This is an optimization exercise on Yosys and OpenROAD, whose aim is small area, a short achievable clock period and few clock cycles, not a production implementation. Function was checked by simulation only, so behaviour that the tests miss may differ from the original.

`design/flow/design.v`:
```
module robo_math (
    input  wire        clk,
    input  wire        rst,           
    input  wire        cmd_valid,
    output wire        cmd_ready,
    input  wire [31:0] cmd_header,
    input  wire [31:0] cmd_arg0,
    input  wire [31:0] cmd_arg1,
    output wire        rsp_valid,
    input  wire        rsp_ready,
    output wire [7:0]  rsp_status,
    output wire [31:0] rsp_data0,
    output wire [31:0] rsp_data1
);
    localparam integer DSTEP = 2;               
    localparam integer DCYC  = 7;               
    localparam integer NDIG  = 2 * DSTEP * DCYC;    
    localparam [7:0] OP_DIV_CALC  = 8'h02;
    localparam [7:0] OP_TO_MONO   = 8'h30;
    localparam [7:0] OP_TO_FLOAT  = 8'h31;
    localparam [7:0] OP_GET_PEAK  = 8'h32;
    localparam [2:0] S_IDLE = 3'd0;
    localparam [2:0] S_FLT  = 3'd1;    
    localparam [2:0] S_MUL  = 3'd2;    
    localparam [2:0] S_DIV  = 3'd3;    
    localparam [2:0] S_RND  = 3'd4;    
    reg  [2:0]  state;
    reg         rsp_valid_r;
    reg         err_r;           
    reg         earg_r;          
    reg  [31:0] data0_r;
    reg  [31:0] data1_r;
    reg         s0_v;
    reg         s0_mono, s0_flt, s0_div, s0_err, s0_earg;
    reg  [1:0]  wsel_r;          
    reg  [58:0] rem_r;           
    reg  [55:0] den_r;           
    reg  [58:0] car_r;           
    reg  [7:0]  exp_r;           
    reg  [1:0]  sh_r;            
    reg         first_r;         
    reg  [3:0]  cnt_r;
    wire [2:0]  f_d;             
    wire [2:0]  fd_r = f_d;
    reg         fsign_r;
    wire out_free  = ~rsp_valid_r | rsp_ready;
    wire idle      = (state == S_IDLE);
    wire s0_simple = ~s0_flt & ~s0_div;
    wire flt  = (state == S_FLT);
    assign cmd_ready  = (~s0_v & (idle | flt | (state == S_RND))) |
                        (s0_v & idle & (s0_flt | (s0_simple & out_free))) |
                        (s0_v & flt & s0_flt & out_free);
    assign rsp_valid  = rsp_valid_r;
    assign rsp_status = {2'b00, err_r, 3'b000, earg_r, err_r};
    assign rsp_data0  = data0_r;
    assign rsp_data1  = data1_r;
    wire fire = cmd_valid & cmd_ready;
    wire [7:0]  op  = cmd_header[31:24];
    wire [23:0] imm = cmd_header[23:0];
    wire        imm_zero = (imm == 24'd0);
    wire        is_div   = (op == OP_DIV_CALC);
    wire        is_mono  = (op == OP_TO_MONO)  & imm_zero;
    wire        is_peak  = (op == OP_GET_PEAK) & imm_zero;
    wire        is_flt   = (op == OP_TO_FLOAT) & (imm[23:8] == 16'd0);
    wire        w16      = (imm[7:0] == 8'd16);
    wire        w24      = (imm[7:0] == 8'd24);
    wire        w32      = (imm[7:0] == 8'd32);
    wire        w_ok     = w16 | w24 | w32;
    wire        arg0_nz  = (cmd_arg0 != 32'd0);
    wire        div_go   = is_div & ~imm_zero & arg0_nz & (cmd_arg1 != 32'd0);
    wire        flt_go   = is_flt & w_ok & arg0_nz;
    wire        op_abs0  = (op == OP_TO_FLOAT) | (op == OP_GET_PEAK);
    wire        op_abs1  = (op == OP_GET_PEAK);
    wire [31:0] i_abs0   = cmd_arg0[31] ? (32'd0 - cmd_arg0) : cmd_arg0;
    wire [31:0] i_abs1   = cmd_arg1[31] ? (32'd0 - cmd_arg1) : cmd_arg1;
    wire [31:0] c_a0 = rem_r[31:0];
    wire [31:0] c_a1 = den_r[31:0];
    wire [32:0] lr_sum  = {c_a0[31], c_a0} + {c_a1[31], c_a1};
    wire [32:0] lr_adj  = lr_sum + {32'd0, lr_sum[32] & lr_sum[0]};
    wire [31:0] mono    = lr_adj[32:1];
    wire [31:0] nrm_in = c_a0;
    reg  [4:0]  nrm_lz;
    integer i;
    always @(*) begin
        nrm_lz = 5'd0;
        for (i = 0; i < 32; i = i + 1)
            if (nrm_in[i]) nrm_lz = 5'd31 - i[4:0];
    end
    wire [31:0] nrm_out = nrm_in << nrm_lz;
    wire [31:0] gn = nrm_out;
    wire [17:0] g15_s1 = {1'b0, gn[31:15]} + {3'd0, gn[14:0]};
    wire        g15_a  = &g15_s1[14:3];
    wire [23:0] g23_t  = {15'd0, gn[31:23]} + {1'b0, gn[22:0]} + 24'd1;
    wire        g23_d  = g23_t[23];
    wire        g31_d  = &gn[30:1];
    reg         fk15_r, fa15_r, fd1_r;
    reg  [2:0]  fh2_r, fs1_r;
    wire [3:0]  f15_lo = {1'b0, fs1_r} + {1'b0, fh2_r};
    wire        f15_c  = fa15_r & (f15_lo >= 4'd7);
    assign f_d = fk15_r ? (fh2_r + {2'd0, f15_c}) : {2'd0, fd1_r};
    wire [31:0] fn  = nrm_out;
    wire [16:0] f_h = (wsel_r == 2'd0) ? fn[31:15] : (wsel_r == 2'd1) ? {8'd0, fn[31:23]} : 17'd1;
    wire [32:0] f_a0 = {1'b0, fn} + {16'd0, f_h};
    wire [32:0] f_a = car_r[32:0];
    wire [23:0] f_u0 = f_a[32:9];
    wire [23:0] f_u1 = f_a[32:9] + 24'd1;
    wire [9:0]  f_ls = {1'b0, f_a[8:0]} + {7'd0, fd_r};             
    wire [9:0]  f_l0 = {1'b0, f_a[8:0]} + {7'd0, fd_r} + 10'd128;   
    wire [9:0]  f_l1 = {1'b0, f_a[8:0]} + {7'd0, fd_r} + 10'd256;   
    wire [23:0] f_s_hi  = f_ls[9] ? f_u1 : f_u0;                    
    wire [23:0] f_r0_hi = f_l0[9] ? f_u1 : f_u0;                    
    wire [23:0] f_r1_hi = f_l1[9] ? f_u1 : f_u0;                    
    wire        f_hi = f_s_hi[23];
    wire [22:0] f_frac = f_hi ? f_r1_hi[22:0] : {f_r0_hi[21:0], f_l0[8]};
    wire        f_inc  = f_hi | f_r0_hi[23];
    wire [7:0]  f_exp1 = exp_r + 8'd1;
    wire [31:0] f_result = {fsign_r, f_inc ? f_exp1 : exp_r, f_frac};
    wire [7:0]  f_exp0   = ((wsel_r == 2'd0) ? 8'd143 : (wsel_r == 2'd1) ? 8'd135 : 8'd127) - {3'd0, nrm_lz};
    reg         sign_r;
    wire [33:0] mul_sum  = {2'b00, den_r[55:24]} +
                           {2'b00, data0_r[0] ? data1_r : 32'd0} +
                           {1'b0, data0_r[1] ? {data1_r, 1'b0} : 33'd0};
    wire [55:0] mul_p    = {mul_sum, den_r[23:2]};
    wire        mul_last = (data0_r[23:2] == 22'd0);
    wire [55:0] mul_pn   = mul_p[55] ? mul_p : mul_p[54] ? {mul_p[54:0], 1'b0} : {mul_p[53:0], 2'b00};
    wire [1:0]  mul_sh   = mul_p[55] ? 2'd0 : mul_p[54] ? 2'd1 : 2'd2;
    wire [58:0] dx1 = {3'b000, den_r};
    wire [58:0] dx2 = {2'b00, den_r, 1'b0};
    reg  signed [7:0] m2, m1, m0, mn1;    
    always @(*) begin
        case (den_r[54:52])
            3'd0: begin m2 = 8'sd12; m1 = 8'sd3; m0 = -8'sd4; mn1 = -8'sd13; end
            3'd1: begin m2 = 8'sd14; m1 = 8'sd4; m0 = -8'sd5; mn1 = -8'sd15; end
            3'd2: begin m2 = 8'sd15; m1 = 8'sd4; m0 = -8'sd5; mn1 = -8'sd16; end
            3'd3: begin m2 = 8'sd16; m1 = 8'sd4; m0 = -8'sd5; mn1 = -8'sd17; end
            3'd4: begin m2 = 8'sd18; m1 = 8'sd5; m0 = -8'sd6; mn1 = -8'sd19; end
            3'd5: begin m2 = 8'sd19; m1 = 8'sd5; m0 = -8'sd6; mn1 = -8'sd20; end
            3'd6: begin m2 = 8'sd20; m1 = 8'sd5; m0 = -8'sd6; mn1 = -8'sd21; end
            default: begin m2 = 8'sd22; m1 = 8'sd6; m0 = -8'sd7; mn1 = -8'sd23; end
        endcase
    end
    function [3:0] qsel4;
        input [6:0] yh;
        input signed [7:0] t2, t1, t0, tn1;
        reg signed [7:0] ye;
        reg p2, p1, n1, n2;
        begin
            ye = {yh[6], yh};
            p2 = (ye >= t2);
            p1 = ~p2 & (ye >= t1);
            n2 = (ye < tn1);
            n1 = ~n2 & (ye < t0);
            qsel4 = {p2, p1, n1, n2};
        end
    endfunction
    function [6:0] nest4;
        input [7:0] s;    
        input [7:0] c;    
        input [7:0] a;    
        reg   [6:0] x, m;
        begin
            x = s[7:1] ^ c[7:1] ^ a[7:1];
            m = (s[6:0] & c[6:0]) | (s[6:0] & a[6:0]) | (c[6:0] & a[6:0]);
            nest4 = x + m;
        end
    endfunction
    reg  [58:0] ws [0:DSTEP];
    reg  [58:0] wc [0:DSTEP];
    reg  [NDIG-1:0] qq [0:DSTEP];
    reg  [NDIG-1:0] qm [0:DSTEP];
    reg  [58:0] ys, yc, ad, mj;
    reg  [3:0]  qd [0:DSTEP];
    reg  [3:0]  c_p2, c_p1, c_z, c_n1, c_n2;
    reg         p2, p1, n1, n2, z0;
    integer j;
    always @(*) begin
        ws[0] = rem_r;
        wc[0] = car_r;
        qq[0] = data0_r[NDIG-1:0];
        qm[0] = data1_r[NDIG-1:0];
        qd[0] = qsel4(rem_r[56:50] + car_r[56:50], m2, m1, m0, mn1);
        for (j = 0; j < DSTEP; j = j + 1) begin
            ys = {ws[j][56:0], 2'b00};
            yc = {wc[j][56:0], 2'b00};
            {p2, p1, n1, n2} = qd[j];
            z0 = ~p2 & ~p1 & ~n1 & ~n2;
            c_p2 = qsel4(nest4(ws[j][54:47], wc[j][54:47], ~dx2[56:49]), m2, m1, m0, mn1);
            c_p1 = qsel4(nest4(ws[j][54:47], wc[j][54:47], ~dx1[56:49]), m2, m1, m0, mn1);
            c_z  = qsel4(nest4(ws[j][54:47], wc[j][54:47], 8'd0), m2, m1, m0, mn1);
            c_n1 = qsel4(nest4(ws[j][54:47], wc[j][54:47], dx1[56:49]), m2, m1, m0, mn1);
            c_n2 = qsel4(nest4(ws[j][54:47], wc[j][54:47], dx2[56:49]), m2, m1, m0, mn1);
            qd[j+1] = p2 ? c_p2 : p1 ? c_p1 : n1 ? c_n1 : n2 ? c_n2 : c_z;
            ad = p2 ? ~dx2 : p1 ? ~dx1 : n1 ? dx1 : n2 ? dx2 : 59'd0;
            mj = (ys & yc) | (ys & ad) | (yc & ad);
            ws[j+1] = ys ^ yc ^ ad;
            wc[j+1] = {mj[57:0], p2 | p1};
            qq[j+1] = p2 ? {qq[j][NDIG-3:0], 2'b10} : p1 ? {qq[j][NDIG-3:0], 2'b01} :
                      z0 ? {qq[j][NDIG-3:0], 2'b00} : n1 ? {qm[j][NDIG-3:0], 2'b11} :
                           {qm[j][NDIG-3:0], 2'b10};
            qm[j+1] = p2 ? {qq[j][NDIG-3:0], 2'b01} : p1 ? {qq[j][NDIG-3:0], 2'b00} :
                      z0 ? {qm[j][NDIG-3:0], 2'b11} : n1 ? {qm[j][NDIG-3:0], 2'b10} :
                           {qm[j][NDIG-3:0], 2'b01};
        end
    end
    wire [58:0] w_sum  = rem_r + car_r;
    wire        w_neg  = w_sum[58];
    wire [58:0] z0_x   = rem_r ^ car_r;
    wire [58:0] z0_o   = {(rem_r[57:0] | car_r[57:0]), 1'b0};
    wire        w_zero = (z0_x == z0_o);
    wire [NDIG-1:0] dq_p = data0_r[NDIG-1:0];
    wire        d_h2    = dq_p[27];
    wire        d_hi    = dq_p[26];
    wire [23:0] d_mant  = d_h2 ? dq_p[27:4] : d_hi ? dq_p[26:3] : dq_p[25:2];
    wire        d_g     = d_h2 ? dq_p[3] : d_hi ? dq_p[2] : dq_p[1];
    wire        d_low   = d_h2 ? |dq_p[2:0] : d_hi ? |dq_p[1:0] : dq_p[0];
    wire        d_up    = d_g & (d_low | ~w_zero | d_mant[0]) & ~(w_neg & ~d_low);
    wire [24:0] d_rnd   = {1'b0, d_mant} + {24'd0, d_up};
    wire [7:0]  d_e0    = exp_r;
    wire [7:0]  d_e1    = exp_r + 8'd1;
    wire [7:0]  d_e2    = exp_r + 8'd2;
    wire [1:0]  d_inc   = d_h2 ? 2'd2 : {1'b0, d_hi} + {1'b0, d_rnd[24]};
    wire [31:0] d_result = {1'b0, d_inc[1] ? d_e2 : d_inc[0] ? d_e1 : d_e0, d_rnd[22:0]};
    always @(posedge clk) begin
        if (rst) begin
            state       <= S_IDLE;
            rsp_valid_r <= 1'b0;
            s0_v        <= 1'b0;
        end else begin
            if (rsp_valid_r & rsp_ready)
                rsp_valid_r <= 1'b0;
            case (state)
                S_IDLE: begin
                    if (s0_v) begin
                        if (s0_flt) begin
                            car_r   <= {26'd0, f_a0};
                            fk15_r  <= (wsel_r == 2'd0);
                            fa15_r  <= g15_a;
                            fh2_r   <= g15_s1[17:15];
                            fs1_r   <= g15_s1[2:0];
                            fd1_r   <= (wsel_r == 2'd1) ? g23_d : g31_d;
                            fsign_r <= sign_r;
                            exp_r   <= f_exp0;
                            state   <= S_FLT;
                            s0_v    <= 1'b0;
                        end else if (s0_div) begin
                            if (out_free) begin
                                data0_r <= {8'd0, den_r[55:32]};
                                data1_r <= nrm_out;
                                rem_r   <= {27'd0, c_a1};
                                exp_r   <= 8'd126 + {3'd0, nrm_lz};
                                den_r   <= 56'd0;
                                first_r <= 1'b1;
                                state   <= S_MUL;
                                s0_v    <= 1'b0;
                            end
                        end else if (out_free) begin
                            err_r       <= s0_err;
                            earg_r      <= s0_earg;
                            data0_r     <= s0_mono ? mono : c_a0;
                            data1_r     <= c_a1;
                            rsp_valid_r <= 1'b1;
                            s0_v        <= 1'b0;
                        end
                    end
                end
                S_FLT: begin
                    if (out_free) begin
                        err_r       <= 1'b0;
                        earg_r      <= 1'b0;
                        data0_r     <= f_result;
                        rsp_valid_r <= 1'b1;
                        if (s0_v & s0_flt) begin
                            car_r   <= {26'd0, f_a0};
                            fk15_r  <= (wsel_r == 2'd0);
                            fa15_r  <= g15_a;
                            fh2_r   <= g15_s1[17:15];
                            fs1_r   <= g15_s1[2:0];
                            fd1_r   <= (wsel_r == 2'd1) ? g23_d : g31_d;
                            fsign_r <= sign_r;
                            exp_r   <= f_exp0;
                            s0_v    <= 1'b0;
                        end else begin
                            state   <= S_IDLE;
                        end
                    end
                end
                S_MUL: begin
                    den_r   <= mul_p;
                    data0_r <= {2'b00, data0_r[31:2]};
                    first_r <= 1'b0;
                    if (first_r)
                        rem_r <= {5'd0, nrm_out, 22'd0};    
                    exp_r <= exp_r - 8'd2 - (first_r ? {3'd0, nrm_lz} : 8'd0);
                    if (mul_last) begin
                        sh_r    <= mul_sh;
                        den_r   <= mul_pn;
                        car_r   <= 59'd0;
                        data0_r <= 32'd0;
                        data1_r <= 32'hFFFFFFFF;
                        cnt_r   <= DCYC - 1;
                        state   <= S_DIV;
                    end
                end
                S_DIV: begin
                    rem_r   <= ws[DSTEP];
                    car_r   <= wc[DSTEP];
                    data0_r <= {{(32-NDIG){1'b0}}, qq[DSTEP]};
                    data1_r <= {{(32-NDIG){1'b0}}, qm[DSTEP]};
                    cnt_r   <= cnt_r - 4'd1;
                    if (cnt_r == DCYC - 1)
                        exp_r <= exp_r + {6'd0, sh_r};
                    if (cnt_r == 4'd0)
                        state <= S_RND;
                end
                S_RND: begin
                    err_r       <= 1'b0;
                    earg_r      <= 1'b0;
                    data0_r     <= d_result;
                    rsp_valid_r <= 1'b1;
                    state       <= S_IDLE;
                end
                default: state <= S_IDLE;
            endcase
            if (fire) begin
                s0_v    <= 1'b1;
                s0_mono <= is_mono;
                s0_flt  <= flt_go;
                s0_div  <= div_go;
                s0_err  <= ~(is_div | is_mono | is_peak | (is_flt & w_ok));
                s0_earg <= is_flt & ~w_ok;
                wsel_r  <= {w32, w24};
                sign_r  <= cmd_arg0[31];
                rem_r   <= {27'd0, op_abs0 ? i_abs0 : is_div ? cmd_arg1 : cmd_arg0};
                den_r   <= {imm, op_abs1 ? i_abs1 : is_div ? cmd_arg0 : cmd_arg1};
            end
        end
    end
endmodule
```
`design/flow/run.sh`:
```
#!/bin/bash
# synth_recipe.tcl (not shown) runs the flow's synth.tcl, then flattens the netlist and writes it again
# the make line also repeats each setting of config.mk as NAME=value (left out here)
make -C /OpenROAD-flow-scripts/flow DESIGN_CONFIG=/design/flow/config.mk WORK_HOME=/design/flow/orfs CLKGATE_MAP_FILE= SYNTH_SCRIPT=/design/flow/synth_recipe.tcl finish
```
`design/flow/config.mk`:
```
export PLATFORM = sky130hd
export DESIGN_NAME = robo_math
export DESIGN_NICKNAME = robo_math
export VERILOG_FILES = /design/flow/design.v
export SDC_FILE = /design/flow/constraint.sdc
export NUM_CORES = 4
export LEC_CHECK = 0
export CAP_MARGIN = 20
export CORE_MARGIN = 2
export CORE_UTILIZATION = 40
export PLACE_DENSITY = 0.6
export SETUP_SLACK_MARGIN = 5
export SLEW_MARGIN = 20
export TNS_END_PERCENT = 5
```
`design/flow/constraint.sdc`:
```
create_clock -name core_clock -period 11.0 [get_ports {clk}]
set_input_delay 2.2000 -clock core_clock [delete_from_list [all_inputs] [get_ports {clk}]]
set_output_delay 2.2000 -clock core_clock [all_outputs]
set_load 0.01 [all_outputs]
```
==> metrics.md, run 1 <==
| Metric | Value |
|---|---|
| CORE AREA | 103300 sq um |
| Global-route wire length before repair | 319700 microns |
| Relative slew slack | 23.57% |
| Filler instances | 10.14k |
| Vert. Die Dim | 326.6 microns |
| Slowest cell on the critical path | or4_1 |
| Worst-Skew Late Latency | 0.61 ns |
| RSZ-0062 raised after global routing | true |
| Total gr overflow | 0 |
| Crit path buf inv count | 3 |
| Layout cells sized above 1 | 13.90% |
| Worst hold path class | flop to flop |
| Final Wtd Congestion | 1.092 |
| Fraction of registers with async set/reset | 0% |
| M1 GR Usage | 52.31% |
| Clk sink count | 278 |
| Yosys warns | 6 |
| Clock Path Buffers | 3 |
| Final worst slack | 4.748 ns |
| Final nets | 5968 |
| Met3 track utilization from global routing | 12.99% |
| Iteration-0 DRC Markers | 6866 |
| Adder-cell share of the synthesized area | 19.94% |
| Vias | 45.62k |
| DRC | 0 |
| CTS root buffer | clkbuf_16 |
| Post-synthesis xor/xnor area fraction | 5.595% |
| Vias per Instance | 6.771 |
| Crit path max fanout | 9 |
| CTS tree | yes |
| Busiest grt layer | met2 |
| Hold Slack | 0.5258 ns |
| Antenna violations before repair | 21 |
| Clk pin slew, worst setup/hold paths | 0.06 ns |
| Max-Cap Viols | 0 |
| Synth Area per Inst | 8.172 sq um |
| Synth Area in Simple Gates | 17.62% |
| Layout area overhead | 19.80% |
| Worst setup EP type | flop |
| Die span in x | 326.6 microns |
| Number of hold buffers added after cts | 0 |
| Crit-path cells | buf_4, or4_1, or3_4, a211oi_4, nor2_4, buf_12, a211oi_1, a211oi_2, mux2i_1, mux2i_1, a21oi_1, buf_4, and2_1, ha_1, nor2_1, a21oi_1, a31oi_4, nor2_4, and4_4, or4b_1, a31oi_1 |
| FF-to-FF path depth | 21 |
| Met2 Track Usage GR | 59.38% |
| Dpl ws | 3.088 ns |
| Drt wl/cell | 33.98 microns |
| Worst Skew | 0.04894 ns |
| Multiplexer area fraction after synthesis | 3.597% |
| Fin. max-slew vios | 0 |
| Post-DP HPWL | 169600 microns |
| DRT Pass-1 Iters | 9 |
| Fin. Hold Viols | 0 |
| Worst setup SP type | flop |
| Worst hold stages | 1 |
| GRT Total Usage | 41.35% |
| Row cnt | 118 |
| Number of buffers created by CTS | 40 |
| Final setup viols | 0 |
| Die footprint | 106700 sq um |
| Library cells used by synthesis | 116 |
| Actual slew at the worst max-slew pin | 1.146 ns |
| Setup tns final | 0 ns |
| Post-synth EDFFs | 273 |
| #FFs+latches synth | 278 |
| WS Path Type | flop to flop |
| # H-tree levels | 2 |
| Fin crit share | 56.84% |
| Peak per-stage delay on the critical path | 0.56 ns |
| Post-synthesis cell area | 41640 sq um |
| Total detailed-routing wirelength | 229000 microns |
| Compound-Gate Fraction of Synth Area | 26.64% |
| Min Tclk post-route | 6.252 ns |
| Finished Core Util | 48.27% |
| Initial Utilization | 40.29% |
| Num ports | 174 |
| Port bufs | 168 |
| Largest net degree at the start of global routing | 70 |
| Post-route ant nets | 0 |
| Max Clk Rate | 160.0 MHz |
| Delay-heaviest family, CP | simple AND/OR/NAND/NOR gates |
| Post-Syn Instances | 5095 |
| Number of cells on the critical path | 21 |
| Critical path data arrival time | 6.70 ns |
| Main combinational cell family by area after synthesis | compound AO/OA/AOI/OAI gates |
| Top_reg_cell synth | edfxtp_1 |
| Status | timing/DRC/antenna clean |
| Critical Path RT | 11.45 ns |
| Vias in the first global route | 42.04k |
| Seq/Total Area, Yosys | 19.93% |
==> Yosys cell counts (108+ instances only) <==
cell      instances  area share (%)
a21oi_1         419             5.0
clkbuf_1        285             2.6
edfxtp_1        273              20
fa_1            181             8.7
ha_1            374              11
inv_1           323             2.9
mux2i_1         108             2.6
nand2_1         417             3.8
nand3_1         109             1.3
nor2_1          392             3.5
nor3_1          111             1.3
o21ai_0         343             4.1
xnor2_1         174             3.7
==> stage by stage <==
step / area (sq um) / instances
after detailed placement: 44900 / 6426
after global placement: 44890 / 6426
after floorplan: 41660 / 5099
after global routing: 49850 / 6724
after CTS: 48710 / 6655
final: 49880 / 6738
==> placed cells by master, fill, tap and decap left out, types with 41 or more instances in the layout <==
| cell type | instances |
|---|---|
| mux2i_1 | 105 |
| o211ai_1 | 81 |
| nand4_1 | 42 |
| a21oi_1 | 397 |
| inv_1 | 292 |
| nand2b_1 | 52 |
| nor3_1 | 102 |
| clkbuf_16 | 46 |
| xor2_1 | 89 |
| buf_4 | 305 |
| o221ai_1 | 65 |
| a221o_1 | 42 |
| nor2b_1 | 50 |
| nand3_1 | 106 |
| fa_1 | 178 |
| o21ai_0 | 328 |
| nand2_1 | 406 |
| clkdlybuf4s50_1 | 167 |
| or3_1 | 57 |
| nor4_1 | 41 |
| and2_1 | 91 |
| ha_1 | 359 |
| xnor2_1 | 168 |
| a211oi_1 | 61 |
| nor2_1 | 376 |
| edfxtp_1 | 273 |
| a221oi_1 | 72 |
| a21o_1 | 98 |
==> registers in the layout (all words and copies together), names as in the netlist, 2 cells and up <==
signal and flops:
car_r 59, rem_r 59, den_r 56, data0_r 32
data1_r 32, exp_r 8, cnt_r 4, fh2_r 3
fs1_r 3, state 3, sh_r 2, wsel_r 2
==> kinds of logic (layout without fill, tap and decap cells) <==
family / Yosys count / after routing
mux: 138 / 138
fa+ha+maj: 555 / 555
buf+inv: 698 / 943
other cells: 1 / 19
simple gates: 1515 / 1515
xor+xnor: 266 / 266
flops: 278 / 278
compound gates: 1644 / 1644
==> cell type report <==
| type | instances | area (sq um) | area share [%] |
|---|---|---|---|
| Antenna cell | 14 | 35.03 | 0.07023 |
| Clock buffer | 53 | 1081 | 2.167 |
| Clock inverter | 20 | 232.7 | 0.4666 |
| Inverter | 328 | 1334 | 2.674 |
| Multi-Input combinational cell | 4123 | 31960 | 64.07 |
| Sequential cell | 278 | 8299 | 16.64 |
| Tap cell | 1380 | 1727 | 3.462 |
| Timing Repair Buffer | 540 | 5194 | 10.41 |
| Timing Repair inverter | 2 | 20.02 | 0.04013 |
==> routing by layer <==
metal | vias to the layer above | wire [microns] | share of wire [%]
met1 | 21980 | 84290 | 37
li1 | 19270 | - | -
met5 | - | 82 | 0.036
met2 | 3502 | 92720 | 40
met4 | 10 | 20740 | 9.1
met3 | 863 | 31130 | 14
==> worst register-to-register path, delay by kind of cell, from the launching register on <==
family          cells  cell delay, ns
simple gates        8            2.23
compound gates      7            1.73
buf+inv             3            0.75
mux                 2            0.71
flops               1            0.36
fa+ha+maj           1            0.30
==> final timing paths <==
check	start	end	slack, ns
max reg2reg	rem_r[16]	car_r[30]	4.75
min	s0_earg	earg_r	0.53
min reg2reg	s0_earg	earg_r	0.53
max	rem_r[16]	car_r[30]	4.75
==> repair_timing <==
action                     CTS  global route
gates resized for setup    257           109
setup buffers              149            64
pin swaps                   60            42
setup endpoints to repair  223           165
cloned                       7             5
Testbench counts, summed over its fixed seeds: cycles 17,316.
==> inputs of run 2 (changes only) <==
--- a/design/flow/design.v
+++ b/design/flow/design.v
@@ -71,4 +71,2 @@
     wire        flt_go   = is_flt & w_ok & arg0_nz;
-    wire        op_abs0  = (op == OP_TO_FLOAT) | (op == OP_GET_PEAK);
-    wire        op_abs1  = (op == OP_GET_PEAK);
     wire [31:0] i_abs0   = cmd_arg0[31] ? (32'd0 - cmd_arg0) : cmd_arg0;
@@ -106,10 +104,14 @@
     wire [23:0] f_u1 = f_a[32:9] + 24'd1;
-    wire [9:0]  f_ls = {1'b0, f_a[8:0]} + {7'd0, fd_r};             
-    wire [9:0]  f_l0 = {1'b0, f_a[8:0]} + {7'd0, fd_r} + 10'd128;   
-    wire [9:0]  f_l1 = {1'b0, f_a[8:0]} + {7'd0, fd_r} + 10'd256;   
-    wire [23:0] f_s_hi  = f_ls[9] ? f_u1 : f_u0;                    
-    wire [23:0] f_r0_hi = f_l0[9] ? f_u1 : f_u0;                    
-    wire [23:0] f_r1_hi = f_l1[9] ? f_u1 : f_u0;                    
+    wire [3:0]  f_lo3 = {1'b0, f_a[2:0]} + {1'b0, fd_r};
+    wire        f_c7  = (&f_a[6:3]) & f_lo3[3];
+    wire [1:0]  f_t   = f_a[8:7];
+    wire        f_cs  = (f_t == 2'd3) & f_c7;
+    wire        f_c0  = (f_t == 2'd3) | ((f_t == 2'd2) & f_c7);
+    wire        f_c1  = f_t[1] | (f_t[0] & f_c7);
+    wire [1:0]  f_t0  = f_t + {1'b0, f_c7} + 2'd1;                  
+    wire [23:0] f_s_hi  = f_cs ? f_u1 : f_u0;                       
+    wire [23:0] f_r0_hi = f_c0 ? f_u1 : f_u0;                       
+    wire [23:0] f_r1_hi = f_c1 ? f_u1 : f_u0;                       
     wire        f_hi = f_s_hi[23];
-    wire [22:0] f_frac = f_hi ? f_r1_hi[22:0] : {f_r0_hi[21:0], f_l0[8]};
+    wire [22:0] f_frac = f_hi ? f_r1_hi[22:0] : {f_r0_hi[21:0], f_t0[1]};
     wire        f_inc  = f_hi | f_r0_hi[23];
@@ -332,4 +334,4 @@
                 sign_r  <= cmd_arg0[31];
-                rem_r   <= {27'd0, op_abs0 ? i_abs0 : is_div ? cmd_arg1 : cmd_arg0};
-                den_r   <= {imm, op_abs1 ? i_abs1 : is_div ? cmd_arg0 : cmd_arg1};
+                rem_r   <= {27'd0, (is_flt | is_peak) ? i_abs0 : is_div ? cmd_arg1 : cmd_arg0};
+                den_r   <= {imm, is_peak ? i_abs1 : is_div ? cmd_arg0 : cmd_arg1};
             end
--- a/design/flow/config.mk
+++ b/design/flow/config.mk
@@ -13,2 +13 @@
 export SLEW_MARGIN = 20
-export TNS_END_PERCENT = 5
==> run 2 against run 1 <==
Effect of this change:
- count of clock-buffer cells in the layout down 2
- area after synthesis grew 0.40%
- maximum frequency about the same
- critical endpoint is now car_r[27]
==> metrics.md, run 2 <==
| Metric | Value |
|---|---|
| Status | timing/DRC/antenna clean |
| Max-Cap Viols | 0 |
| Slowest cell on the critical path | mux4_2 |
| Fin crit share | 56.84% |
| Post-synth EDFFs | 273 |
| Die span in x | 327.3 microns |
| Top cell type's share of synthesized area | 19.61% |
| Number of buffers created by CTS | 42 |
| Met3 track utilization from global routing | 16.33% |
| Met2 Track Usage GR | 62.38% |
| Hold Slack | 0.4177 ns |
| Post-DP HPWL | 182300 microns |
| Row cnt | 118 |
| Iteration-0 DRC Markers | 6527 |
| Top_reg_cell synth | edfxtp_1 |
| Critical path data arrival time | 6.62 ns |
| Vias in the first global route | 43.79k |
| Worst setup SP type | flop |
| Commonest non-fill, non-tap cells in the layout | nand2_1 (434), buf_4 (434), ha_1 (355), a21oi_1 (347), o21ai_0 (333) |
| RSZ-0062 raised after global routing | true |
| Biggest regs | car_r: 59 flops, rem_r: 59 flops, den_r: 56 flops |
| Clock Path Buffers | 3 |
| Post-Syn Instances | 5174 |
| Total gr overflow | 0 |
| Non-Filler Instances | 6953 |
| DRC | 0 |
| Port bufs | 168 |
| Vias | 47.28k |
| Fin. max-slew vios | 0 |
| CTS root buffer | clkbuf_16 |
| Critical Path RT | 11.37 ns |
| CTS tree | yes |
| Final nets | 6183 |
| Crit path max fanout | 8 |
| Final Wtd Congestion | 1.138 |
| # H-tree levels | 2 |
| Max Clk Rate | 159.9 MHz |
| CORE AREA | 103600 sq um |
| Num ports | 174 |
| Synth Area per Inst | 8.080 sq um |
| Most frequent cell after synthesis | nand2_1 |
| Largest net degree at the start of global routing | 63 |
| Main area contributors after synthesis | edfxtp_1 (20%), ha_1 (11%), fa_1 (8.7%), o21ai_0 (4.8%), a21oi_1 (4.5%) |
| Most instantiated cells after synthesis | nand2_1 (452), o21ai_0 (401), a21oi_1 (372), ha_1 (372), inv_1 (349) |
| Final setup viols | 0 |
| Layout area overhead | 25.44% |
| DRT Pass-1 Iters | 7 |
| Clk pin slew, worst setup/hold paths | 0.07 ns |
| Post-synthesis cell area | 41810 sq um |
| Post-route ant nets | 0 |
| Finished Core Util | 50.60% |
| Antenna violations before repair | 26 |
| Fin. Hold Viols | 0 |
| Final worst slack | 4.747 ns |
| M1 GR Usage | 53.95% |
| Min Tclk post-route | 6.253 ns |
| Worst setup EP type | flop |
| Number of hold buffers added after cts | 0 |
| Global-route wire length before repair | 336900 microns |
| Clk sink count | 278 |
| Peak per-stage delay on the critical path | 0.49 ns |
| Library cells used by synthesis | 96 |
| Cells after DPL | 6509 |
| Cell taking the most area after synthesis | edfxtp_1 |
| Setup tns final | 0 ns |
| #FFs+latches synth | 278 |
| Yosys warns | 6 |
| WS Path Type | flop to flop |
| Dpl ws | 2.129 ns |
| Busiest grt layer | met2 |
| Initial Utilization | 40.34% |
| Seq/Total Area, Yosys | 19.85% |
| GRT Total Usage | 44.13% |
| Total detailed-routing wirelength | 245600 microns |
| Worst hold path class | flop to flop |
| Vert. Die Dim | 327.3 microns |
| Relative slew slack | 13.46% |
| Actual slew at the worst max-slew pin | 1.284 ns |
| Vias per Instance | 6.800 |
| Worst Skew | 0.04841 ns |
| Die footprint | 107100 sq um |
| Crit path top cell by count | buf_4 |
| Layout cells sized above 1 | 19.06% |
| Worst-Skew Late Latency | 0.68 ns |
| Drt wl/cell | 35.33 microns |
| Fraction of registers with async set/reset | 0% |
==> run 2: cell count changes in the layout (fill, tap and decap cells not counted), sizes merged, moves of 41 or more <==
cell / before / now
buf: 364 / 504
o21ai: 355 / 410
nor2: 395 / 342
a221oi: 75 / 124
o221ai: 71 / 30
a21oi: 419 / 372
==> run 2: area by class of cell <==
class / instances / area, sq um
repair buffers: 683 / 6223
clock buffers: 51 / 1105
flip-flops and latches: 278 / 8302
fillers: 10010 / 51200
inverters: 353 / 1421
clock inverters: 24 / 286.5
multi-input cells: 4172 / 33350
well taps: 1380 / 1727
diodes: 12 / 30.03
==> run 2: final timing paths <==
check                 start   endpoint  slack (ns)  cells after the start
hold / removal       sign_r    fsign_r        0.42                      0
setup reg to reg  rem_r[23]  car_r[27]        4.75                     30
setup / recovery  rem_r[23]  car_r[27]        4.75                     30
hold reg to reg      sign_r    fsign_r        0.42                      0
==> run 2: critical path: cells and delay by family, from the launching register on <==
kind,cells,cell delay (ns)
DFF,1,0.47
buffers and inverters,7,1.05
muxes,2,0.67
and+or+nand+nor,7,0.96
adders and majority gates,1,0.21
AOI/OAI and AO/OA,12,2.41
xor gates and xnor gates,1,0.17
==> run 2: cell families (layout without fill, tap and decap cells) <==
| family | Yosys count | count (layout) | share of synthesized area [%] |
|---|---|---|---|
| and+or+nand+nor | 1508 | 1510 | 17.46 |
| DFF | 278 | 278 | 19.85 |
| xor gates and xnor gates | 277 | 277 | 5.803 |
| AOI/OAI and AO/OA | 1677 | 1678 | 26.57 |
| buffers and inverters | 731 | 1111 | 6.761 |
| muxes | 149 | 149 | 3.753 |
| adders and majority gates | 553 | 553 | 19.80 |
| other | 1 | 17 | 0.008970 |
==> run 2: per-layer routing <==
metal / part of all wire (%) / wire length (microns) / vias to the layer above
met5: 0.037 / 90 / -
met4: 10 / 24670 / 14
met3: 14 / 33970 / 979
met2: 40 / 98140 / 3558
met1: 36 / 88780 / 22900
li1: - / - / 19830
==> run 2: repair_timing <==
item	CTS	global route
gates cloned	7	6
setup buffers	255	89
endpoints found under the setup margin	188	185
resized for setup	406	272
pin swaps	108	98
==> run 2: through the flow <==
step	instance area [sq um]
after floorplan	41830
after global placement	45190
after global routing	52410
after detailed placement	45230
final	52440
after CTS	50430
Testbench counts of run 2, summed over its fixed seeds: cycles 17,316.
==> inputs of run 3 (changes only) <==
--- a/design/flow/design.v
+++ b/design/flow/design.v
@@ -121,9 +121,20 @@
     reg         sign_r;
-    wire [33:0] mul_sum  = {2'b00, den_r[55:24]} +
-                           {2'b00, data0_r[0] ? data1_r : 32'd0} +
-                           {1'b0, data0_r[1] ? {data1_r, 1'b0} : 33'd0};
-    wire [55:0] mul_p    = {mul_sum, den_r[23:2]};
-    wire        mul_last = (data0_r[23:2] == 22'd0);
-    wire [55:0] mul_pn   = mul_p[55] ? mul_p : mul_p[54] ? {mul_p[54:0], 1'b0} : {mul_p[53:0], 2'b00};
-    wire [1:0]  mul_sh   = mul_p[55] ? 2'd0 : mul_p[54] ? 2'd1 : 2'd2;
+    wire [35:0] mul_sum  = {4'd0, den_r[55:24]} +
+                           {4'd0, data0_r[0] ? data1_r : 32'd0} +
+                           {3'd0, data0_r[1] ? {data1_r, 1'b0} : 33'd0} +
+                           {2'd0, data0_r[2] ? {data1_r, 2'b0} : 34'd0} +
+                           {1'd0, data0_r[3] ? {data1_r, 3'b0} : 35'd0};
+    wire [55:0] mul_p    = {mul_sum, den_r[23:4]};
+    wire        mul_last = (data0_r[23:4] == 20'd0);
+    wire [55:0] mul_pn   = mul_p[55] ? mul_p : {mul_p[54:0], 1'b0};
+    wire [1:0]  mul_sh   = {1'b0, ~mul_p[55]};
+    wire [23:0] a_in = den_r[55:32];
+    reg  [1:0]  a_t;
+    integer ia;
+    always @(*) begin
+        a_t = 2'd0;
+        for (ia = 0; ia < 24; ia = ia + 1)
+            if (a_in[ia]) a_t = 2'd3 - ia[1:0];
+    end
+    wire [23:0] a_sh = a_in << a_t;
     wire [58:0] dx1 = {3'b000, den_r};
@@ -248,6 +259,6 @@
                             if (out_free) begin
-                                data0_r <= {8'd0, den_r[55:32]};
+                                data0_r <= {8'd0, a_sh};
                                 data1_r <= nrm_out;
                                 rem_r   <= {27'd0, c_a1};
-                                exp_r   <= 8'd126 + {3'd0, nrm_lz};
+                                exp_r   <= 8'd126 + {3'd0, nrm_lz} + {6'd0, a_t};
                                 den_r   <= 56'd0;
@@ -290,3 +301,3 @@
                     den_r   <= mul_p;
-                    data0_r <= {2'b00, data0_r[31:2]};
+                    data0_r <= {4'd0, data0_r[31:4]};
                     first_r <= 1'b0;
@@ -294,3 +305,3 @@
                         rem_r <= {5'd0, nrm_out, 22'd0};    
-                    exp_r <= exp_r - 8'd2 - (first_r ? {3'd0, nrm_lz} : 8'd0);
+                    exp_r <= exp_r - 8'd4 - (first_r ? {3'd0, nrm_lz} : 8'd0);
                     if (mul_last) begin
--- a/design/flow/config.mk
+++ b/design/flow/config.mk
@@ -13 +13,2 @@
 export SLEW_MARGIN = 20
+export TNS_END_PERCENT = 5
==> run 3 against run 2 <==
Effect of this change:
- critical path depth down 4
- critical path type unchanged
- design area up 2.1%
- sequential share of layout area down 0.39 points
==> metrics.md, run 3 <==
| Metric | Value |
|---|---|
| Total gr overflow | 0 |
| Finished Core Util | 49.05% |
| Vert. Die Dim | 336 microns |
| Commonest non-fill, non-tap cells in the layout | nand2_1 (419), nor2_1 (387), buf_4 (375), ha_1 (357), a21oi_1 (322) |
| Most frequent cell after synthesis | nand2_1 |
| Vias in the first global route | 43.98k |
| Port bufs | 168 |
| DRC | 0 |
| Non-Filler Instances | 7070 |
| # H-tree levels | 2 |
| Layout cells sized above 1 | 15.95% |
| Clock Path Buffers | 3 |
| Multiplexer area fraction after synthesis | 5.256% |
| Number of buffers created by CTS | 40 |
| Final setup viols | 0 |
| Yosys warns | 6 |
| Relative slew slack | 7.784% |
| Actual slew at the worst max-slew pin | 1.375 ns |
| Worst hold path class | flop to flop |
| Fin. Hold Viols | 0 |
| Clk pin slew, worst setup/hold paths | 0.07 ns |
| GRT Total Usage | 40.93% |
| Worst setup EP type | flop |
| Top_reg_cell synth | edfxtp_1 |
| Fin. max-slew vios | 0 |
| Layout area overhead | 21.43% |
| Synth Area per Inst | 8.338 sq um |
| Post-synthesis cell area | 44090 sq um |
| Area occupied by multi-input gates | 35250 sq um |
| Clk sink count | 277 |
| Post-synthesis xor/xnor area fraction | 5.642% |
| Post-Syn Instances | 5288 |
| Final worst slack | 4.536 ns |
| WS Path Type | flop to flop |
| Row cnt | 121 |
| Fin crit share | 58.76% |
| Biggest regs | car_r: 59 flops, rem_r: 59 flops, den_r: 56 flops |
| Die footprint | 112900 sq um |
| Post-route ant nets | 0 |
| Main combinational cell family by area after synthesis | compound AO/OA/AOI/OAI gates |
| Dpl ws | 2.314 ns |
| Num ports | 174 |
| Drt wl/cell | 34.08 microns |
| Critical Path RT | 11.33 ns |
| Adder-cell share of the synthesized area | 21.91% |
| Antenna violations before repair | 18 |
| Cell taking the most area after synthesis | edfxtp_1 |
| Worst setup SP type | flop |
| Final nets | 6281 |
| Main area contributors after synthesis | edfxtp_1 (19%), fa_1 (11%), ha_1 (11%), mux2i_1 (4.5%), a21oi_1 (4.0%) |
| Iteration-0 DRC Markers | 7150 |
| Crit path max fanout | 8 |
| Max Clk Rate | 154.7 MHz |
| Layout Cell Area excl Fill | 53540 sq um |
| Filler instances | 10.48k |
| Worst-Skew Late Latency | 0.64 ns |
| Final Wtd Congestion | 1.109 |
| Post-DP HPWL | 178800 microns |
| Vias per Instance | 6.721 |
| Worst Skew | 0.03527 ns |
| Top cell type's share of synthesized area | 18.53% |
| Area post-placement | 47460 sq um |
| Most instantiated cells after synthesis | nand2_1 (428), nor2_1 (399), ha_1 (385), a21oi_1 (352), clkbuf_1 (318) |
| Die span in x | 336 microns |
| CTS root buffer | clkbuf_16 |
| Critical path data arrival time | 6.80 ns |
| Register Area | 8269 sq um |
| CORE AREA | 109200 sq um |
| Min Tclk post-route | 6.464 ns |
| Vias | 47.52k |
| Commonest non-fill, non-tap cell in the layout | nand2_1 |
| Synth Area in Simple Gates | 17.24% |
| Compound-Gate Fraction of Synth Area | 24.93% |
| Total detailed-routing wirelength | 240900 microns |
| Initial Utilization | 40.39% |
| Cells after DPL | 6700 |
| DRT Pass-1 Iters | 8 |
| Number of hold buffers added after cts | 0 |
| Seq/Total Area, Yosys | 18.75% |
| Status | timing/DRC/antenna clean |
| Post-synth EDFFs | 272 |
| CTS tree | yes |
| Library cells used by synthesis | 115 |
| Global-route wire length before repair | 330800 microns |
| Largest net degree at the start of global routing | 94 |
| Fraction of registers with async set/reset | 0% |
| RSZ-0062 raised after global routing | true |
| #FFs+latches synth | 277 |
| Setup tns final | 0 ns |
| Max-Cap Viols | 0 |
## run 3: cell count changes after synthesis, moves of 51 or more
cell      previous run  this run
and2_1              91       157
a221oi_1           124        46
a21o_1             133        82
fa_1               181       242
o21ai_0            401       294
nor2_1             342       399
mux2i_1            123       199
## run 3: layout make-up
type	count	share of cell area (%)
clock buffers	46	1.930
multi-input cells	4318	65.84
diodes	8	0.03739
well taps	1476	3.449
repair inverters	4	0.06543
repair buffers	598	10.25
inverters	315	2.421
flip-flops and latches	277	15.44
clock inverters	28	0.5702
## run 3: repair_timing
item                                   in CTS  in global routing
endpoints found under the hold margin       0                  0
setup endpoints to repair                 234                213
cloned                                      6                  7
resized for setup                         247                229
pin swaps                                  61                 97
buffers inserted                          159                114
## run 3: path summary, 6_finish.rpt
path                               endpoint  slack [ns]      start  cells after the start
worst max-delay path            data0_r[27]        4.54  car_r[15]                     26
worst min-delay path                fsign_r        0.44     sign_r                      0
worst max register to register  data0_r[27]        4.54  car_r[15]                     26
worst min register to register      fsign_r        0.44     sign_r                      0
## run 3: logic make-up after synthesis
kind of cell | count (synthesis)
AOI/OAI and AO/OA | 1620
xor gates and xnor gates | 284
adders and majority gates | 627
buffers and inverters | 698
DFF | 277
muxes | 221
other | 1
and+or+nand+nor | 1560
## run 3: worst max-delay path: stages, from the launching register on
cell	delay, ns
edfxtp_1	0.70
inv_1	0.47
ha_1	0.46
nor2b_1	0.14
o21ai_0	0.16
nand2b_1	0.12
a221oi_4	0.38
o21ai_2	0.11
a21oi_2	0.22
xnor2_2	0.15
a211oi_2	0.36
ha_2	0.29
ha_4	0.16
nand2_4	0.06
nor4_4	0.34
nand4b_1	0.20
or3_4	0.40
nor3_4	0.18
ha_4	0.17
nor2_4	0.06
nor2b_1	0.18
a31oi_1	0.08
nor2_1	0.15
xnor2_1	0.13
o21ai_1	0.08
a221oi_1	0.25
o221ai_1	0.17
## run 3: layer usage
metal | vias to the layer above | track usage [%] | routed length [microns]
li1 | 20030 | - | -
met3 | 854 | 14.04 | 33270
met1 | 23000 | 51.83 | 88770
met5 | - | 0 | 227
met4 | 20 | 26.82 | 19700
met2 | 3613 | 58.99 | 98960
## run 3: stage by stage
stage / hold slack (ns)
2_1_floorplan: 0.4003
4_1_cts: 0.4438
6_report: 0.4436
5_1_grt: 0.4629
3_5_place_dp: 0.4303
3_3_place_gp: 0.4016
Testbench counts of run 3, summed over its fixed seeds: cycles 16,037.
==> inputs of run 4 (changes only) <==
--- a/design/flow/design.v
+++ b/design/flow/design.v
@@ -104,14 +104,10 @@
     wire [23:0] f_u1 = f_a[32:9] + 24'd1;
-    wire [3:0]  f_lo3 = {1'b0, f_a[2:0]} + {1'b0, fd_r};
-    wire        f_c7  = (&f_a[6:3]) & f_lo3[3];
-    wire [1:0]  f_t   = f_a[8:7];
-    wire        f_cs  = (f_t == 2'd3) & f_c7;
-    wire        f_c0  = (f_t == 2'd3) | ((f_t == 2'd2) & f_c7);
-    wire        f_c1  = f_t[1] | (f_t[0] & f_c7);
-    wire [1:0]  f_t0  = f_t + {1'b0, f_c7} + 2'd1;                  
-    wire [23:0] f_s_hi  = f_cs ? f_u1 : f_u0;                       
-    wire [23:0] f_r0_hi = f_c0 ? f_u1 : f_u0;                       
-    wire [23:0] f_r1_hi = f_c1 ? f_u1 : f_u0;                       
+    wire [9:0]  f_ls = {1'b0, f_a[8:0]} + {7'd0, fd_r};             
+    wire [9:0]  f_l0 = {1'b0, f_a[8:0]} + {7'd0, fd_r} + 10'd128;   
+    wire [9:0]  f_l1 = {1'b0, f_a[8:0]} + {7'd0, fd_r} + 10'd256;   
+    wire [23:0] f_s_hi  = f_ls[9] ? f_u1 : f_u0;                    
+    wire [23:0] f_r0_hi = f_l0[9] ? f_u1 : f_u0;                    
+    wire [23:0] f_r1_hi = f_l1[9] ? f_u1 : f_u0;                    
     wire        f_hi = f_s_hi[23];
-    wire [22:0] f_frac = f_hi ? f_r1_hi[22:0] : {f_r0_hi[21:0], f_t0[1]};
+    wire [22:0] f_frac = f_hi ? f_r1_hi[22:0] : {f_r0_hi[21:0], f_l0[8]};
     wire        f_inc  = f_hi | f_r0_hi[23];
==> run 4 against run 3 <==
Effect of this change:
- still clean
- global-route usage rose by 0.28 points
- critical path depth fell by 14
- area after synthesis about the same
- worst hold slack worse by 0.034 ns
- first-iteration DRC count shrank 0.55%
- design area decreased by 2.4%
- setup slack worse by 0.044 ns
- highest routed layer unchanged
==> metrics.md, run 4 <==
| Metric | Value |
|---|---|
| Synth Area in Simple Gates | 17.80% |
| Min Tclk post-route | 6.508 ns |
| Worst-Skew Late Latency | 0.61 ns |
| Post-synthesis xor/xnor area fraction | 5.249% |
| Status | timing/DRC/antenna clean |
| Compound-Gate Fraction of Synth Area | 25.56% |
| Antenna violations before repair | 19 |
| Vias in the first global route | 44.32k |
| Seq/Total Area, Yosys | 18.77% |
| Critical Path RT | 11.26 ns |
| Post-synth EDFFs | 272 |
| Global-route wire length before repair | 333800 microns |
| Crit path max fanout | 48 |
| Clk sink count | 277 |
| DRC | 0 |
| Dpl ws | 2.464 ns |
| Delay-heaviest family, CP | simple AND/OR/NAND/NOR gates |
| Final setup viols | 0 |
| Area post-placement | 47270 sq um |
| Met1 WL | 89530 microns |
| CTS root buffer | clkbuf_16 |
| RSZ-0062 raised after global routing | true |
| Vias per Instance | 6.783 |
| CORE AREA | 109000 sq um |
| Top cell type's share of synthesized area | 18.54% |
| Clock Path Buffers | 3 |
| Initial Utilization | 40.41% |
| Fraction of registers with async set/reset | 0% |
| Die span in x | 335.8 microns |
| Layout Cell Area excl Fill | 52230 sq um |
| Cell taking the most area after synthesis | edfxtp_1 |
| Commonest non-fill, non-tap cells in the layout | nor2_1 (429), a21oi_1 (401), nand2_1 (388), ha_1 (373), buf_4 (342) |
| Iteration-0 DRC Markers | 7111 |
| Max Clk Rate | 153.7 MHz |
| Commonest non-fill, non-tap cell in the layout | nor2_1 |
| Worst Skew | 0.02873 ns |
| Top_reg_cell synth | edfxtp_1 |
| Post-route ant nets | 0 |
| Worst setup EP type | flop |
| WS Path Type | input port to flop |
| Critical path data arrival time | 6.76 ns |
| Post-DP HPWL | 177200 microns |
| GRT Total Usage | 41.22% |
| Number of buffers created by CTS | 39 |
| Layout area overhead | 18.59% |
| Total gr overflow | 0 |
| Vert. Die Dim | 335.8 microns |
| Clk pin slew, worst setup/hold paths | 0.06 ns |
| Post-synthesis cell area | 44050 sq um |
| Crit-path cells | clkdlybuf4s50_1, nor4_1, and4_1, and4b_1, nand3_1, nand2_1, buf_4, nor2_1, buf_4, a21oi_1, nor2_1, o21ai_0 |
| Post-Syn Instances | 5388 |
| Highest metal used | met5 |
| Main combinational cell family by area after synthesis | compound AO/OA/AOI/OAI gates |
| Slowest cell on the critical path | o21ai_0 |
| Final worst slack | 4.492 ns |
| Met3 WL | 29740 microns |
| Most instantiated cells after synthesis | nor2_1 (447), a21oi_1 (422), nand2_1 (398), ha_1 (386), inv_1 (345) |
| Worst setup SP type | input port |
| Max-Cap Viols | 0 |
| Vias | 47.88k |
| Biggest regs | car_r: 59 flops, rem_r: 59 flops, den_r: 56 flops |
| Worst hold path class | flop to flop |
| Layout cells sized above 1 | 14.35% |
| Final nets | 6329 |
| Actual slew at the worst max-slew pin | 1.310 ns |
| Die footprint | 112800 sq um |
| Port bufs | 168 |
| CTS tree | yes |
| Synth Area per Inst | 8.175 sq um |
| Fin. Hold Viols | 0 |
| Filler instances | 10.69k |
| Num ports | 174 |
| #FFs+latches synth | 277 |
| Fin. max-slew vios | 0 |
| Relative slew slack | 12.13% |
| Largest net degree at the start of global routing | 72 |
| Drt wl/cell | 33.80 microns |
| Number of hold buffers added after cts | 0 |
| Hold Slack | 0.4100 ns |
| Fin crit share | 59.16% |
| Crit path buf inv count | 3 |
| Met2 wire len | 100200 microns |
| Adder-cell share of the synthesized area | 21.96% |
| Setup tns final | 0 ns |
| Yosys warns | 6 |
| Main area contributors after synthesis | edfxtp_1 (19%), fa_1 (11%), ha_1 (11%), a21oi_1 (4.8%), nor2_1 (3.8%) |
| Most frequent cell after synthesis | nor2_1 |
| Library cells used by synthesis | 107 |
| DRT Pass-1 Iters | 8 |
| Row cnt | 121 |
| Total detailed-routing wirelength | 238600 microns |
| Final Wtd Congestion | 1.090 |
| Multiplexer area fraction after synthesis | 3.988% |
| # H-tree levels | 2 |
| Peak per-stage delay on the critical path | 0.87 ns |
[run 4: cells by family after synthesis]
logic type,Yosys count
AOI/OAI and AO/OA,1689
xor gates and xnor gates,264
adders and majority gates,628
buffers and inverters,750
DFF,277
muxes,170
other,1
and+or+nand+nor,1609
[run 4: layout make-up]
| class | instances | area (sq um) | area share [%] |
|---|---|---|---|
| Multi-Input combinational cell | 4368 | 34480 | 66.01 |
| Sequential cell | 277 | 8269 | 15.83 |
| Timing Repair Buffer | 560 | 5037 | 9.644 |
| Tap cell | 1414 | 1769 | 3.387 |
| Inverter | 354 | 1445 | 2.767 |
| Clock buffer | 43 | 991.0 | 1.897 |
| Clock inverter | 26 | 193.9 | 0.3713 |
| Antenna cell | 16 | 40.04 | 0.07665 |
| Timing Repair inverter | 1 | 6.256 | 0.01198 |
[run 4: worst paths after layout]
check / startpoint / end / slack [ns] / depth (start not counted)
setup / recovery: cmd_header[8] / rem_r[18] / 4.49 / 12
hold / removal: sign_r / fsign_r / 0.41 / 0
setup reg to reg: car_r[19] / data0_r[30] / 4.55 / 31
hold reg to reg: sign_r / fsign_r / 0.41 / 0
[run 4: through the flow]
stage	util [%]	instances
finish	47.92	7059
global route	47.88	7043
CTS	46.89	6971
detailed placement	43.37	6733
global placement	43.36	6733
floorplan	-	5392
[run 4: metal layers]
metal	track usage, %	vias up
met3	11.83	792
met4	26.35	14
li1	-	20210
met5	0	-
met2	61.18	3461
met1	52.38	23400
[run 4: repair_timing]
action	CTS	global route
setup endpoints to repair	236	182
setup buffers	160	71
resized for setup	277	114
cloned	9	0
pin swaps	81	40
Testbench counts of run 4, summed over its fixed seeds: cycles 16,037.
==> inputs of run 5 (changes only) <==
--- a/design/flow/design.v
+++ b/design/flow/design.v
@@ -71,2 +71,4 @@
     wire        flt_go   = is_flt & w_ok & arg0_nz;
+    wire        op_abs0  = (op == OP_TO_FLOAT) | (op == OP_GET_PEAK);
+    wire        op_abs1  = (op == OP_GET_PEAK);
     wire [31:0] i_abs0   = cmd_arg0[31] ? (32'd0 - cmd_arg0) : cmd_arg0;
@@ -341,4 +343,4 @@
                 sign_r  <= cmd_arg0[31];
-                rem_r   <= {27'd0, (is_flt | is_peak) ? i_abs0 : is_div ? cmd_arg1 : cmd_arg0};
-                den_r   <= {imm, is_peak ? i_abs1 : is_div ? cmd_arg0 : cmd_arg1};
+                rem_r   <= {27'd0, op_abs0 ? i_abs0 : is_div ? cmd_arg1 : cmd_arg0};
+                den_r   <= {imm, op_abs1 ? i_abs1 : is_div ? cmd_arg0 : cmd_arg1};
             end
==> run 5 against run 4 <==
Effect of this change:
- largest cell class unchanged
- core utilization increased by 0.065 points
- wire length increased by 5.1%
- still clean
- first-iteration DRC count increased by 4.9%
- highest routed layer unchanged
- die area increased by 1.4%
- critical path depth increased by 8
- critical path type is now flop to flop
==> metrics.md, run 5 <==
| Metric | Value |
|---|---|
| Main area contributors after synthesis | edfxtp_1 (18%), ha_1 (11%), fa_1 (11%), a21oi_1 (4.6%), xnor2_1 (4.0%) |
| Post-DP HPWL | 186500 microns |
| Port bufs | 168 |
| DRC | 0 |
| Peak per-stage delay on the critical path | 0.70 ns |
| Min Tclk post-route | 6.563 ns |
| #FFs+latches synth | 277 |
| CORE AREA | 110700 sq um |
| Fraction of registers with async set/reset | 0% |
| Clock Path Buffers | 3 |
| Drt wl/cell | 34.58 microns |
| Critical Path RT | 11.31 ns |
| Max-Cap Viols | 0 |
| Top cell type's share of synthesized area | 18.28% |
| Top_reg_cell synth | edfxtp_1 |
| Initial Utilization | 40.37% |
| Final setup viols | 0 |
| Vias | 49.08k |
| Fin. max-slew vios | 0 |
| Post-route ant nets | 0 |
| Commonest non-fill, non-tap cell in the layout | nand2_1 |
| Vias in the first global route | 44.68k |
| Biggest regs | car_r: 59 flops, rem_r: 59 flops, den_r: 56 flops |
| Total gr overflow | 0 |
| Worst-Skew Late Latency | 0.64 ns |
| Worst hold path class | flop to flop |
| Relative slew slack | 18.50% |
| Final nets | 6445 |
| Clk pin slew, worst setup/hold paths | 0.06 ns |
| Largest net degree at the start of global routing | 88 |
| Finished Core Util | 47.98% |
| Vias per Instance | 6.765 |
| Critical path data arrival time | 6.87 ns |
| Slowest cell on the critical path | fa_1 |
| Filler instances | 10.85k |
| Crit path max fanout | 51 |
| Setup tns final | 0 ns |
| Vert. Die Dim | 338.2 microns |
| DRT Pass-1 Iters | 10 |
| Non-Filler Instances | 7255 |
| Crit path buf inv count | 3 |
| Iteration-0 DRC Markers | 7457 |
| Number of hold buffers added after cts | 0 |
| Library cells used by synthesis | 111 |
| Commonest non-fill, non-tap cells in the layout | nand2_1 (413), nor2_1 (409), a21oi_1 (383), ha_1 (379), buf_4 (370) |
| Post-Syn Instances | 5488 |
| Antenna violations before repair | 34 |
| CTS tree | yes |
| Total detailed-routing wirelength | 250900 microns |
| Post-synthesis cell area | 44680 sq um |
| Seq/Total Area, Yosys | 18.51% |
| Fin crit share | 59.67% |
| Worst setup SP type | flop |
| WS Path Type | flop to flop |
| Cell taking the most area after synthesis | edfxtp_1 |
| CTS root buffer | clkbuf_16 |
| Final Wtd Congestion | 1.159 |
| Actual slew at the worst max-slew pin | 1.189 ns |
| Most instantiated cells after synthesis | nand2_1 (425), nor2_1 (425), a21oi_1 (413), ha_1 (388), inv_1 (371) |
| Num ports | 174 |
| GRT Total Usage | 41.95% |
| Worst Skew | 0.04359 ns |
| Clk sink count | 277 |
| Layout cells sized above 1 | 14.18% |
| Row cnt | 122 |
| Number of buffers created by CTS | 42 |
| Die span in x | 338.2 microns |
| Global-route wire length before repair | 345600 microns |
| Worst setup EP type | flop |
| Layout area overhead | 18.86% |
| Die footprint | 114400 sq um |
| Fin. Hold Viols | 0 |
| Max Clk Rate | 152.4 MHz |
| Delay-heaviest family, CP | compound AO/OA/AOI/OAI gates |
| Cells after DPL | 6875 |
| RSZ-0062 raised after global routing | true |
| Post-synth EDFFs | 272 |
| # H-tree levels | 2 |
| Crit-path cells | clkinvlp_4, fa_1, inv_1, fa_1, a21o_1, a21oi_1, xnor2_1, ha_1, o21a_1, a21oi_1, a2111oi_0, a311oi_1, a2111o_1, and3_2, buf_8, o22ai_2, fa_1, and3_1, a221oi_1, a21oi_1 |
| Status | timing/DRC/antenna clean |
| Yosys warns | 6 |
| Synth Area per Inst | 8.141 sq um |
[run 5: changes by cell type after synthesis, sizes merged, moves of 17 or more]
cell,change
a211oi,-20
and3,+21
inv,+22
mux2i,-19
nand2,+27
nand3,+31
nand4,-19
nor2,-21
nor3,-17
o211ai,+22
xnor2,+36
xor2,-31
[run 5: kinds of logic (layout without fill, tap and decap cells)]
group | Yosys count | in the layout | synth area share, %
compound gates | 1677 | 1680 | 25.11
xor+xnor | 269 | 269 | 5.273
fa+ha+maj | 630 | 630 | 21.71
buf+inv | 786 | 1036 | 6.897
flops | 277 | 277 | 18.51
mux | 169 | 169 | 4.044
other cells | 1 | 24 | 0.008393
simple gates | 1679 | 1682 | 18.45
[run 5: path summary, 6_finish.rpt]
path                                 from         to  slack, ns  cells after the start
worst max-delay path            rem_r[49]  rem_r[23]       4.44                     20
worst min-delay path               sign_r    fsign_r       0.45                      0
worst max register to register  rem_r[49]  rem_r[23]       4.44                     20
worst min register to register     sign_r    fsign_r       0.45                      0
[run 5: cell type report]
| type | count | area [sq um] | area share, % |
|---|---|---|---|
| multi-input combinational | 4435 | 34860 | 65.65 |
| sequential | 277 | 8269 | 15.57 |
| timing repair buffer | 577 | 5137 | 9.674 |
| tap | 1488 | 1862 | 3.506 |
| inverter | 378 | 1498 | 2.820 |
| clock buffer | 57 | 1201 | 2.262 |
| clock inverter | 20 | 192.7 | 0.3628 |
| antenna | 19 | 47.55 | 0.08953 |
| timing repair inverter | 4 | 31.28 | 0.05890 |
[run 5: metrics by stage]
stage | worst slack [ns] | hold WS (ns) | cell area (sq um)
finish | 4.437 | 0.4516 | 53100
global placement | 2.453 | 0.4195 | 47850
CTS | 4.597 | 0.4610 | 52180
detailed placement | 2.775 | 0.4478 | 47860
global route | 4.288 | 0.4707 | 53060
floorplan | 4.434 | 0.4003 | 44710
[run 5: timing repair]
| item | in CTS | in global routing |
|---|---|---|
| gates resized for setup | 236 | 92 |
| setup buffers | 221 | 47 |
| hold endpoints to repair | 0 | 0 |
| pin swaps | 65 | 53 |
| cloned | 13 | 2 |
| endpoints found under the setup margin | 239 | 221 |
[run 5: layer usage]
layer  part of all wire [%]  vias to the layer above  wire, microns  track usage, %
li1                       -                    20610              -               -
met1                     37                    23570          92880           51.42
met2                     40                     3812          99200           58.48
met3                     14                     1052          34660           16.47
met4                    9.5                       32          23920           32.57
met5                  0.086                        -            215               0
Testbench counts of run 5, summed over its fixed seeds: cycles 16,037.

-- static timing again, ports no longer ideal --
The flow's constraints put no driver on any port. The routed layouts listed below were extracted and timed again, unchanged, in two steps.
Step 1 assumes that a clkbuf_16 drives the clock port and a buf_2 every other input.
Step 2 also shifts input and output timing later by t, the mid clock arrival at the registers, as if the neighbouring blocks saw the same clock.
Slacks: ideal / step 1 / step 2; pairs: ideal / step 1.
run	shift t [ns]	setup slack, ns	hold slack, ns	slew at the worst register clock pin (ns)	pins driven straight from the clock port
run 1	0.663	4.748 / 4.748 / 4.183	0.526 / 0.526 / 0.526	0.08 / 0.08	1
run 2	0.732	4.747 / 4.747 / 4.311	0.418 / 0.418 / 0.418	0.07 / 0.07	1
run 3	0.706	4.536 / 4.536 / 3.884	0.444 / 0.444 / 0.444	0.07 / 0.07	1
run 4	0.664	4.492 / 4.536 / 3.872	0.410 / 0.410 / 0.410	0.07 / 0.07	1
run 5	0.698	4.437 / 4.437 / 3.947	0.452 / 0.452 / 0.452	0.07 / 0.07	1
After both steps setup and hold are still met in every run listed. For run 3, which loses most, drivers alone change the setup slack by 0.000 ns; drivers and shift together by -0.652 ns.
